Context: an optimization exercise on an open-source flow, tuned for small area, a short achievable clock period and few clock cycles. The choices shown serve that exercise and are no tape-out recipe.
RTL that was checked went through simulation tests only; none was proved equivalent to the original.

==> maple <==
==> flow/design.v <==
module btc_framer (
    input  wire         clk,
    input  wire         rst,
    input  wire         cmd_valid,
    output wire         cmd_ready,
    input  wire         cmd_op,
    input  wire [7:0]   cmd_byte,
    output reg          pkt_valid,
    output reg          pkt_is_state,
    output wire [143:0] pkt_data,
    output wire [6:0]   rb_cnt
);
    localparam C = 64;
    reg [8*C-1:0] d;         
    reg [C-1:3]   flag;      
    reg [6:0]     cnt;       
    reg           ready;
    reg           again;     
    reg           c_v, c_op;
    reg [7:0]     c_b;
    reg [7:0]     wsum;      
    reg [3:0]     ing;       
    reg           nxt_ok;    
    reg [5:0]     nxt_s;     
    reg           nxt_st;    
    reg [127:0]   pd;        
    reg           pkt_is_ev;
    assign cmd_ready = ready;
    assign rb_cnt    = cnt;
    assign pkt_data  = {pd, 1'b0, 1'b1, pkt_is_ev, pkt_is_state, 1'b0, 1'b1, pkt_is_ev, pkt_is_state,
                            1'b1, 1'b0, 1'b1, pkt_is_ev, 1'b1, 1'b0, 1'b1, pkt_is_ev};
    wire acc      = cmd_valid & ready;
    wire x_ing    = c_v & ~c_op;
    wire x_drn    = c_v &  c_op;
    wire dispatch = (x_drn | again) & nxt_ok;
    wire [8*(C+17)-1:0] ext = {d, 136'd0};
    wire [8*(C+17)-1:0] ysh = ext >> {nxt_s, 3'b000};
    wire [127:0]        y   = ysh[127:0];
    wire [127:0] pwin;
    genvar g;
    generate
        for (g = 2; g < 18; g = g + 1) begin : gp
            if (g < 4)
                assign pwin[8*(g-2) +: 8] = y[8*(17-g) +: 8];
            else
                assign pwin[8*(g-2) +: 8] = y[8*(17-g) +: 8] & {8{nxt_st}};
        end
    endgenerate
    wire [6:0]   newcnt = {1'b0, nxt_s} - (nxt_st ? 7'd17 : 7'd3);
    wire [63:0]  therm  = (64'd1 << nxt_s) - 64'd1;           
    wire [63:0]  keep   = nxt_st ? (therm >> 17) : (therm >> 3);
    wire [C-1:3] flag_left = flag & keep[C-1:3];
    wire         more = |flag_left;
    wire ev_ok = (d[8*2 +: 8] == 8'hBB) && (d[8*1 +: 8] == 8'h66) &&
                 (d[8*0 +: 8] == c_b) && (cnt >= 7'd4);
    wire st_ok = (d[8*16 +: 8] == 8'hAA) && (d[8*15 +: 8] == 8'h55) &&
                 (wsum == d[8*1 +: 8]) && (cnt >= 7'd18);
    reg [C-1:3] flag_nx;
    reg [C-1:3] st_nx;
    integer j;
    always @(*) begin
        for (j = 3; j < C; j = j + 1) begin
            if (x_ing) begin
                flag_nx[j] = (j == 3) ? ev_ok : (j == 17) ? (flag[j-1] | st_ok) : flag[j-1];
                st_nx[j]   = ~d[8*(j-1)+4];
            end else begin
                flag_nx[j] = flag[j];
                st_nx[j]   = ~d[8*j+4];
            end
        end
    end
    reg [C-1:3] above, hot;
    reg [5:0]   s_nx;
    reg         t_nx;
    always @(*) begin
        above[C-1] = 1'b0;
        for (j = C-2; j >= 3; j = j - 1) above[j] = above[j+1] | flag_nx[j+1];
        hot  = flag_nx & ~above;
        s_nx = 6'd0;
        t_nx = 1'b0;
        for (j = 3; j < C; j = j + 1) begin
            s_nx = s_nx | ({6{hot[j]}} & j[5:0]);
            t_nx = t_nx | (hot[j] & st_nx[j]);
        end
    end
    wire any_nx = |flag_nx;
    always @(posedge clk) begin
        pd           <= pwin;
        pkt_is_state <= nxt_st;
        pkt_is_ev    <= ~nxt_st;
        c_op         <= cmd_op;
        c_b          <= cmd_byte;
        if (x_ing)
            d <= {d[8*C-9:0], c_b};
        nxt_s  <= s_nx;
        nxt_st <= t_nx;
        if (rst) begin
            flag      <= {(C-3){1'b0}};
            cnt       <= 7'd0;
            ready     <= 1'b1;
            again     <= 1'b0;
            c_v       <= 1'b0;
            pkt_valid <= 1'b0;
            nxt_ok    <= 1'b0;
            wsum      <= 8'd0;
            ing       <= 4'd0;
        end else begin
            c_v       <= acc;
            pkt_valid <= dispatch;
            again     <= 1'b0;
            if (dispatch) begin
                flag   <= flag_left;
                cnt    <= newcnt;
                nxt_ok <= 1'b0;
                ready  <= ~more;
            end else begin
                flag   <= flag_nx;
                nxt_ok <= any_nx;
                again  <= ~ready;
                ready  <= ready & ~(cmd_valid & cmd_op & any_nx);
                if (acc & ~cmd_op & (cnt != C))
                    cnt <= cnt + 7'd1;
            end
            if (x_ing) begin
                wsum <= wsum + ((ing > 4'd1) ? d[8*1 +: 8] : 8'd0)
                             - ((ing == 4'd15) ? d[8*14 +: 8] : 8'd0);
                if (ing != 4'd15) ing <= ing + 4'd1;
            end
        end
    end
endmodule
==> flow/flow/run.sh <==
#!/bin/bash
set -o pipefail
MARGIN=$(cat flow/margin.txt)
bash standard.sh SETUP_SLACK_MARGIN=$MARGIN finish > flow_make.log 2>&1
==> flow/flow/margin.txt <==
10
==> flow/standard.sh <==
#!/bin/bash
# synth_recipe.tcl (not shown) runs the flow's synth.tcl, then flattens the netlist and writes it again
# the make line also repeats each setting of config.mk as NAME=value (left out here)
make -C /OpenROAD-flow-scripts/flow DESIGN_CONFIG=/design/flow/config.mk WORK_HOME=/design/flow/orfs CLKGATE_MAP_FILE= SYNTH_SCRIPT=/design/flow/synth_recipe.tcl "${@:-finish}"
==> flow/config.mk <==
export PLATFORM = sky130hd
export DESIGN_NAME = btc_framer
export DESIGN_NICKNAME = btc_framer
export VERILOG_FILES = /design/flow/design.v
export SDC_FILE = /design/flow/constraint.sdc
export NUM_CORES = 4
export LEC_CHECK = 0
export CAP_MARGIN = 30
export CORE_MARGIN = 2
export CORE_UTILIZATION = 40
export SLEW_MARGIN = 20
==> flow/constraint.sdc <==
create_clock -name core_clock -period 14.0 [get_ports {clk}]
set_input_delay 2.8000 -clock core_clock [delete_from_list [all_inputs] [get_ports {clk}]]
set_output_delay 2.8000 -clock core_clock [all_outputs]
set_load 0.01 [all_outputs]
==> violet (differences from maple) <==
==> flow/design.v, changed modules only <==
module btc_framer (
    input  wire         clk,
    input  wire         rst,
    input  wire         cmd_valid,
    output wire         cmd_ready,
    input  wire         cmd_op,
    input  wire [7:0]   cmd_byte,
    output reg          pkt_valid,
    output reg          pkt_is_state,
    output wire [143:0] pkt_data,
    output wire [6:0]   rb_cnt
);
    localparam C = 64;
    reg [8*C-1:0] d;         
    reg [C-1:3]   flag;      
    reg [6:0]     cnt;
    reg           ready;
    reg           again;     
    reg           lost;      
    reg [7:0]     wsum;      
    reg [3:0]     ing;       
    reg           nxt_ok;    
    reg [5:0]     nxt_s;     
    reg           nxt_st;    
    reg [5:0]     nxt_sn;    
    reg           nxt_ev;    
    reg [127:0]   pd;        
    reg           pkt_is_ev;
    assign cmd_ready = ready;
    assign rb_cnt    = cnt;
    assign pkt_data  = {pd, 1'b0, 1'b1, pkt_is_ev, pkt_is_state, 1'b0, 1'b1, pkt_is_ev, pkt_is_state,
                            1'b1, 1'b0, 1'b1, pkt_is_ev, 1'b1, 1'b0, 1'b1, pkt_is_ev};
    integer j;
    wire ingest   = cmd_valid & ~cmd_op & ready;
    wire dispatch = ((cmd_valid & cmd_op & ready) | again) & nxt_ok;
    wire [8*81-1:0] e0 = {d, 136'd0};
    wire [8*47-1:0] e1 = nxt_sn[5] ? e0[0 +: 8*47] : e0[8*32 +: 8*47];
    wire [8*31-1:0] e2 = nxt_sn[4] ? e1[0 +: 8*31] : e1[8*16 +: 8*31];
    wire [8*24-1:0] e3 = nxt_sn[3] ? e2[0 +: 8*24] : e2[8*8  +: 8*24];
    wire [8*20-1:0] e4 = nxt_sn[2] ? e3[0 +: 8*20] : e3[8*4  +: 8*20];
    wire [8*18-1:0] e5 = nxt_sn[1] ? e4[0 +: 8*18] : e4[8*2  +: 8*18];
    wire [127:0]    y  = nxt_sn[0] ? e5[0 +: 8*16] : e5[8*1  +: 8*16];
    wire [127:0] pwin;
    genvar g;
    generate
        for (g = 2; g < 18; g = g + 1) begin : gp
            if (g < 4)
                assign pwin[8*(g-2) +: 8] = y[8*(17-g) +: 8];
            else
                assign pwin[8*(g-2) +: 8] = y[8*(17-g) +: 8] & {8{~nxt_ev}};
        end
    endgenerate
    wire [6:0]   cnt_inc = (cnt == C) ? cnt : cnt + 7'd1;
    wire [6:0]   newcnt  = {1'b0, nxt_s} - (nxt_st ? 7'd17 : 7'd3);
    reg  [C-1:3] keep;
    always @(*)
        for (j = 3; j < C; j = j + 1)
            keep[j] = lost | (nxt_st ? (j + 17 < nxt_s) : (j + 3 < nxt_s));
    wire [C-1:3] flag_left = flag & keep;
    wire         more = |flag_left;
    reg [C-1:3] above, hot;
    reg [5:0]   q_s;
    reg         q_t;
    always @(*) begin
        above[C-1] = 1'b0;
        for (j = C-2; j >= 3; j = j - 1) above[j] = above[j+1] | flag_left[j+1];
        hot = flag_left & ~above;
        q_s = 6'd0;
        q_t = 1'b0;
        for (j = 3; j < C; j = j + 1) begin
            q_s = q_s | ({6{hot[j]}} & j[5:0]);
            q_t = q_t | (hot[j] & ~d[8*j+4]);
        end
    end
    wire ev_ok = (d[8*2 +: 8] == 8'hBB) && (d[8*1 +: 8] == 8'h66) &&
                 (d[8*0 +: 8] == cmd_byte) && (cnt >= 7'd3);
    wire st_ok = (d[8*16 +: 8] == 8'hAA) && (d[8*15 +: 8] == 8'h55) &&
                 (wsum == d[8*1 +: 8]) && (cnt >= 7'd17);
    reg [C-1:3] flag_sh;
    always @(*)
        for (j = 3; j < C; j = j + 1)
            flag_sh[j] = (j == 3) ? ev_ok : (j == 17) ? (flag[j-1] | st_ok) : flag[j-1];
    wire       evict = nxt_ok & (nxt_s == 6'd63) & (cnt == C);
    wire       keep_old = nxt_ok & ~(st_ok & (nxt_s < 6'd16));
    wire [5:0] s_ing = keep_old ? nxt_s + 6'd1 : (st_ok ? 6'd17 : 6'd3);
    wire       t_ing = keep_old ? nxt_st : st_ok;
    wire       a_ing = (nxt_ok | st_ok | ev_ok) & ~evict;
    wire upd      = ingest | dispatch | lost;
    wire by_drain = cmd_op | again | lost;    
    always @(posedge clk) begin
        pd           <= pwin;
        pkt_is_state <= nxt_st;
        pkt_is_ev    <= nxt_ev;
        if (ingest)
            d <= {d[8*C-9:0], cmd_byte};
        if (upd) begin
            nxt_s  <= by_drain ? q_s : s_ing;
            nxt_st <= by_drain ? q_t : t_ing;
            nxt_sn <= by_drain ? ~q_s : ~s_ing;
            nxt_ev <= by_drain ? ~q_t : ~t_ing;
        end
        if (rst) begin
            flag   <= {(C-3){1'b0}};
            cnt    <= 7'd0;
            nxt_ok <= 1'b0;
        end else begin
            if (ingest | dispatch) begin
                flag <= by_drain ? flag_left : flag_sh;
                cnt  <= by_drain ? newcnt : cnt_inc;
            end
            if (upd)
                nxt_ok <= by_drain ? more : a_ing;
        end
        if (rst) begin
            wsum <= 8'd0;
            ing  <= 4'd0;
        end else if (ingest) begin
            wsum <= wsum + ((ing > 4'd1) ? d[8*1 +: 8] : 8'd0)
                         - ((ing == 4'd15) ? d[8*14 +: 8] : 8'd0);
            if (ing != 4'd15) ing <= ing + 4'd1;
        end
        pkt_valid <= ~rst & dispatch;
        again     <= ~rst & dispatch & more;
        lost      <= ~rst & ingest & evict;
        ready     <= rst | ~((dispatch & more) | (ingest & evict));
    end
endmodule
- CTS_CLUSTER_DIAMETER: not set -> 100
- CTS_CLUSTER_SIZE: not set -> 30
- TNS_END_PERCENT: not set -> 20
==> impl_metrics.ini <==
[status]
status = complete, no violations

[pwr]
clockPowerShare_pct = 22.3

[critical_path]
regToRegSetupSlack_ns = 9.91

[clock_tree]
clock_sinks = 727

[cells_and_area]
final_area_mm2 = 0.0428
fillers = 8730

[sta]
fin_hold_ws_ns = 0.427

[synthesis]
ys_ff_latch = 727
(the above is from violet)
==> impl_metrics.ini <==
[cells_and_area]
final_area_mm2 = 0.0551

[sta]
fin_hold_ws_ns = 0.451
min_period_ns = 4.07

[routing]
via_per_inst = 6.71
wl_met1_mm = 70.4

[status]
status = complete, no violations

[synthesis]
ys_ff_latch = 729
synthAdderAreaFrac_pct = 0.702

[pwr]
clockPowerShare_pct = 21.0

[critical_path]
regToRegSetupSlack_ns = 9.93

[clock_tree]
clock_sinks = 729
(the above is from maple)
Testbench counts of violet, summed over its fixed seeds: cycles 39,570.
Only the layout flow was run in maple; the RTL was not checked for function there.

[re-timing with driven ports]
No port has a modelled driver above. Below, the same layouts with a new extraction and two added sets of constraints.
Step 1 (the two cells are an assumption about what drives the block):
set clk [get_ports {clk}]
set_driving_cell -lib_cell sky130_fd_sc_hd__clkbuf_16 $clk
set_driving_cell -lib_cell sky130_fd_sc_hd__buf_2 [delete_from_list [all_inputs] $clk]
Step 2 adds t to the input delays and takes it off the output delays; t is the mean of the earliest and latest rising clock arrival at the registers after step 1. Input paths then give back, and output paths get back, about the clock's delay inside the block.
a / b / c = no drivers / after step 1 / after step 2; a / b = the first two.
| run | t (ns) | slack for setup (ns) | hold slack, ns |
|---|---|---|---|
| maple | 0.754 | 9.931 / 9.877 / 9.418 | 0.451 / 0.451 / 0.451 |
| violet | 0.667 | 9.889 / 9.819 / 9.337 | 0.427 / 0.427 / 0.427 |
After both steps setup and hold are still met in every run listed. For violet, which loses most, drivers alone change the setup slack by -0.070 ns; drivers and shift together by -0.552 ns.
